Background: an optimization exercise with open tools, aiming at small area, a short achievable clock period and few clock cycles per item. Do not read the settings as production practice.
The RTL of this run was laid out without a check of its function.
Power and IR drop assume default switching activity.

[config.mk]
export PLATFORM = sky130hd
export DESIGN_NAME = lzw_dec
export DESIGN_NICKNAME = lzw_dec
export VERILOG_FILES = /design/flow/design.v
export SDC_FILE = /design/flow/constraint.sdc
export NUM_CORES = 4
export LEC_CHECK = 0
export CAP_MARGIN = 20
export CORE_MARGIN = 2
export CORE_UTILIZATION = 30
export SLEW_MARGIN = 20
[constraint.sdc]
create_clock -name core_clock -period 10.0 [get_ports {clk}]
set_input_delay 2.0000 -clock core_clock [delete_from_list [all_inputs] [get_ports {clk}]]
set_output_delay 2.0000 -clock core_clock [all_outputs]
set_load 0.01 [all_outputs]
[design.v]
module lzw_dec (
    input  wire        clk,
    input  wire        rst,             
    input  wire        in_valid,
    output wire        in_ready,
    input  wire [15:0] in_code,
    input  wire        in_last,         
    output wire        out_valid,
    input  wire        out_ready,
    output wire [7:0]  out_data,
    output wire        out_last,        
    output wire        out_err          
);
    localparam integer DICT_MAX = 512;
    localparam integer NDYN     = DICT_MAX - 256;
    localparam integer CW       = 9;
    localparam integer SDEPTH   = DICT_MAX - 255;    
    localparam [2:0] S_IN = 3'd0, S_WALK = 3'd1, S_POP = 3'd2, S_ERR = 3'd3, S_DRAIN = 3'd4;
    reg [2:0]    state;
    reg [CW-1:0] ent_prefix [0:NDYN-1];
    reg [7:0]    ent_byte   [0:NDYN-1];
    reg [9:0]    next_code;      
    reg          have_prev;      
    reg [CW-1:0] prev;           
    reg [7:0]    prev_first;     
    reg          frame_last;     
    reg          cscsc;          
    reg [CW-1:0] new_code;       
    reg [CW-1:0] ptr;            
    reg [7:0]    stk [0:SDEPTH-1];
    reg [8:0]    sp;             
    assign in_ready = (state == S_IN) || (state == S_DRAIN);
    wire accept = in_valid && in_ready;
    wire code_ok = have_prev ? (in_code < {6'd0, next_code} ||
                                (in_code == {6'd0, next_code} && next_code < DICT_MAX))
                             : (in_code < 16'd256);
    wire [8:0] top = sp - 9'd1;
    assign out_valid = (state == S_POP) || (state == S_ERR);
    assign out_err   = (state == S_ERR);
    assign out_data  = (state == S_POP) ? stk[top] : 8'd0;
    assign out_last  = (state == S_ERR) || (frame_last && sp == 9'd1);
    wire   take      = out_valid && out_ready;
    wire [7:0] ptr_off = ptr[7:0];
    always @(posedge clk) begin
        if (rst) begin
            state     <= S_IN;
            next_code <= 10'd256;
            have_prev <= 1'b0;
            sp        <= 9'd0;
            frame_last <= 1'b0;
            cscsc     <= 1'b0;
        end else begin
            case (state)
                S_IN: if (accept) begin
                    frame_last <= in_last;
                    if (!code_ok) begin
                        state <= S_ERR;
                    end else if (have_prev && in_code == {6'd0, next_code}) begin
                        stk[0]   <= prev_first;
                        sp       <= 9'd1;
                        ptr      <= prev;
                        new_code <= in_code[CW-1:0];
                        cscsc    <= 1'b1;
                        state    <= S_WALK;
                    end else begin
                        sp       <= 9'd0;
                        ptr      <= in_code[CW-1:0];
                        new_code <= in_code[CW-1:0];
                        cscsc    <= 1'b0;
                        state    <= S_WALK;
                    end
                end
                S_WALK: begin
                    if (ptr[8]) begin
                        stk[sp] <= ent_byte[ptr_off];
                        sp      <= sp + 9'd1;
                        ptr     <= ent_prefix[ptr_off];
                    end else begin
                        stk[sp] <= ptr[7:0];
                        sp      <= sp + 9'd1;
                        if (have_prev && next_code < DICT_MAX) begin
                            ent_prefix[next_code[7:0]] <= prev;
                            ent_byte[next_code[7:0]]   <= cscsc ? prev_first : ptr[7:0];
                            next_code <= next_code + 10'd1;
                        end
                        have_prev  <= 1'b1;
                        prev       <= new_code;
                        prev_first <= ptr[7:0];
                        state      <= S_POP;
                    end
                end
                S_POP: if (take) begin
                    sp <= sp - 9'd1;
                    if (sp == 9'd1) begin
                        state <= S_IN;
                        if (frame_last) begin
                            have_prev <= 1'b0;
                            next_code <= 10'd256;
                        end
                    end
                end
                S_ERR: if (take) begin
                    have_prev <= 1'b0;
                    next_code <= 10'd256;
                    state     <= frame_last ? S_IN : S_DRAIN;
                end
                S_DRAIN: if (accept && in_last) begin
                    state <= S_IN;
                end
                default: state <= S_IN;
            endcase
        end
    end
endmodule
[run.sh]
#!/bin/bash
# synth_recipe.tcl (not shown) runs the flow's synth.tcl, then flattens the netlist and writes it again
# the make line also repeats each setting of config.mk as NAME=value (left out here)
make -C /OpenROAD-flow-scripts/flow DESIGN_CONFIG=/design/flow/config.mk WORK_HOME=/design/flow/orfs CLKGATE_MAP_FILE= SYNTH_SCRIPT=/design/flow/synth_recipe.tcl finish
==> notes.md <==
[through the flow]
stage	setup slack, ns	hold slack (ns)
2_1_floorplan	-1.26	0.400
3_3_place_gp	2.08	0.402
3_5_place_dp	2.07	0.406
4_1_cts	0.913	0.406
5_1_grt	0.567	0.411
6_report	0.868	0.407
[layout by cell type, fill, tap and decap left out, drive strengths merged, types with 59 or more instances in the layout]
cell,Yosys,final
mux2i,235,235
o22ai,128,128
nor3,75,75
clkbuf,246,760
nand3,104,104
buf,384,385
nor2,648,648
edfxtp,6443,6443
a22oi,143,143
inv,25,59
nand2,368,368
mux4,1674,1674
clkinv,4,276
a21oi,115,115
o21ai,97,97
[cell type report]
class	instances	area, um^2	share of cell area (%)
diodes	33	82.6	0.0290
well taps	11121	13900	4.88
flip-flops and latches	6476	194000	68.1
clock inverters	350	3270	1.15
inverters	29	118	0.0412
multi-input cells	4134	53600	18.8
repair buffers	418	3920	1.37
clock buffers	759	16100	5.66
[worst max-delay path, stage by stage, from the launching register on]
cell and delay (ns):
dfxtp_4 0.70, buf_4 0.78, buf_4 0.66, mux4_2 0.58, mux4_2 0.55, o22ai_1 0.48
nor3_1 0.20, a311oi_1 0.92, nand3_1 0.44, clkdlybuf4s50_1 0.62
[sequential cells by signal (all words and copies together), names as in the netlist, named ones only]
| name | flops |
|---|---|
| have_prev | 1 |
| frame_last | 1 |
| sp | 9 |
| ent_byte | 2048 |
| next_code | 10 |
| prev | 9 |
| prev_first | 8 |
| cscsc | 1 |
| state | 3 |
| stk | 2056 |
| ent_prefix | 2304 |
| ptr | 9 |
| new_code | 9 |
[metal layers]
layer | GRT usage, % | part of all wire [%] | up-vias
met5 | 0 | 0.035 | -
li1 | - | - | 48566
met3 | 3.52 | 9.4 | 1237
met2 | 25.8 | 47 | 6083
met1 | 21.7 | 39 | 66409
met4 | 6.18 | 4.5 | 36
[cells by family after synthesis]
family / after synthesis / share of synthesized area, %
DFF: 6476 / 77.6
AOI/OAI and AO/OA: 787 / 2.19
and+or+nand+nor: 1373 / 2.37
buffers and inverters: 659 / 1.53
adders and majority gates: 17 / 0.0850
xor gates and xnor gates: 19 / 0.0695
muxes: 1938 / 16.1
[power breakdown]
part / switching [mW] / internal [mW] / total (mW)
combinational: 8.53 / 5.08 / 13.6
sequential: 0.152 / 30.5 / 30.6
clock: 10.5 / 12.4 / 22.9
total: 19.2 / 48.0 / 67.2
[how the worst max path moves through the flow]
stage / endpoint / depth (start not counted) / slack [ns]
after floorplan: stk[0][3] / 6 / -1.26
after global placement: out_data[5] / 9 / 2.08
after detailed placement: out_data[6] / 9 / 2.07
after CTS: out_data[2] / 9 / 0.91
after global routing: out_data[7] / 12 / 0.57
final: out_data[4] / 9 / 0.87
==> flow_metrics.py <==
metrics = {
    "cells_and_area": {
        "nFillCells": 76793,
        "area.growth.synth_to_final_pct": 14.0,
        "final_core_util_pct": 34.3,
        "layout.cells.non_filler": 23320,
        "drive_above_1_share_pct": 26.8,
        "finalInstanceArea_um2": 285000,
        "fin_nets": 11719,
    },
    "run_status": {
        "status": "complete, no violations",
    },
    "critical_path": {
        "reg2reg_slack_ns": 3.17,
        "startpoint_type": "flip-flop",
        "critPathLaunch": "sp[0]",
        "end_kind": "primary output",
        "reg2reg_depth": 9,
        "timing.rr.end": "stk[220][6]",
        "required_ns": 8.00,
        "cp.arrival_ns": 7.13,
        "critPathKind": "reg -> out",
        "worstPathMaxFanout": 44,
    },
    "global_routing": {
        "grt_start_max_net_pins": 222,
        "grt_pass1_wl_mm": 974,
        "antenna_found_initial": 60,
        "first_global_vias": 120593,
        "overflow": 0,
        "grt_use_total_pct": 16.1,
    },
    "sta": {
        "hold_viol_final": 0,
        "relSlewSlack_pct": 18.1,
        "setup_tns_ns": 0,
        "rsz0062_at_grt": "no",
        "period_needed_ns": 9.13,
        "finClkSkew_ns": 0.132,
        "max_freq_ghz": 0.110,
        "fin_crit_sh_pct": 91.3,
        "final_max_slew_viol_count": 0,
        "tightest_slew_ns": 1.22,
        "setup_viol": 0,
    },
    "clocking": {
        "post_cts_buffers": 0,
        "cts_hold_buf": 0,
        "cts_max_level": 6,
        "clockRootBuffer": "clkbuf_16",
        "cts_buffers": 622,
        "path_clk_slew_ns": 0.07,
        "cts_tree": "done",
        "clock_path_buffers": 4,
        "cts.sinks": 6476,
        "clk_latency_ns": 1.15,
        "post_cts_resized": 0,
    },
    "floorplanning": {
        "core_area_um2": 832000,
        "die_y_um": 917,
        "ioPinCount": 33,
        "die_w_um": 917,
        "placementRows": 335,
        "die_area_um2": 841000,
        "initial_core_util_pct": 30.1,
    },
    "drt": {
        "route.detailed.drc": 0,
        "postRouteAntennaNets": 0,
        "routed_wl_mm": 703,
        "drt-pass1-iter-count": 6,
        "vias": 122331,
        "first_iter_violations": 16800,
        "wire_per_inst_um": 30.2,
        "drt-vias-per-instance": 5.25,
    },
    "synth": {
        "syn_avg_cell_area_um2": 22.2,
        "synthDistinctLibCells": 85,
        "syn_nets": 11307,
        "synth_ff_type": "edfxtp_1",
        "yosysMostFrequentCell": "edfxtp_1",
        "yosysTopAreaCell": "edfxtp_1",
        "synth_area_um2": 250000,
        "synth_top_cell_area_share_pct": 77.3,
        "ys_seq_elements": 6476,
        "synth-edff-count": 6443,
        "syn_inst": 11269,
        "synth_seq_area_share_pct": 77.6,
        "synth_common_cells": "6443 x edfxtp_1, 1674 x mux4_2, 648 x nor2_1, 367 x nand2_1, 246 x clkbuf_1",
        "yosysWarnings": 1,
        "synth_area_leaders": "edfxtp_1 77%, mux4_2 15%, nor2_1 0.97%, mux2i_1 0.94%, nand2_1 0.55%",
        "async_reset_ff_share_pct": 0,
    },
    "placed_design": {
        "port_buffers": 32,
        "dpl.hpwl_mm": 420,
        "place_inst": 22166,
        "gp_congestion": 0.869,
        "dpl_cell_area_um2": 265000,
    },
    "hold_path": {
        "worstHoldEndpoint": "prev[0]",
        "min_path_type": "reg -> reg",
        "min-delay-start": "new_code[0]",
        "min_path_cells": 0,
    },
    "power_and_ir_drop": {
        "powerDensity_nw_per_um2": 236,
        "static-leakage-power_nw": 84.9,
        "vdd_drop_max_mv": 0.330,
        "total_power_mw": 67.2,
    },
    "job": {
        "max_cap_viol_count": 0,
    },
}

-- separate check: timing with driven ports --
Ports are ideal in the flow. The routed layout listed here was re-timed in OpenROAD. Step 1 sets driving cells, clkbuf_16 on the clock port and buf_2 on the other inputs (assumed; they add their load-dependent delay and slew). Step 2 moves the port delays by t, midway between the first and last clock arrival at a register: inputs arrive t later, outputs are due t later. That takes back most of the time a late clock gives input paths. Three values: no drivers, after step 1, after step 2; two values: the first two.
shift t [ns]: 1.218
setup slack, ns: 0.868 / 0.736 / 1.954
worst slew at a driven data input, ns: 0.28
After both steps setup and hold are still met in this run. The setup slack of this run moves by -0.132 ns with the drivers and by +1.086 ns with both steps.
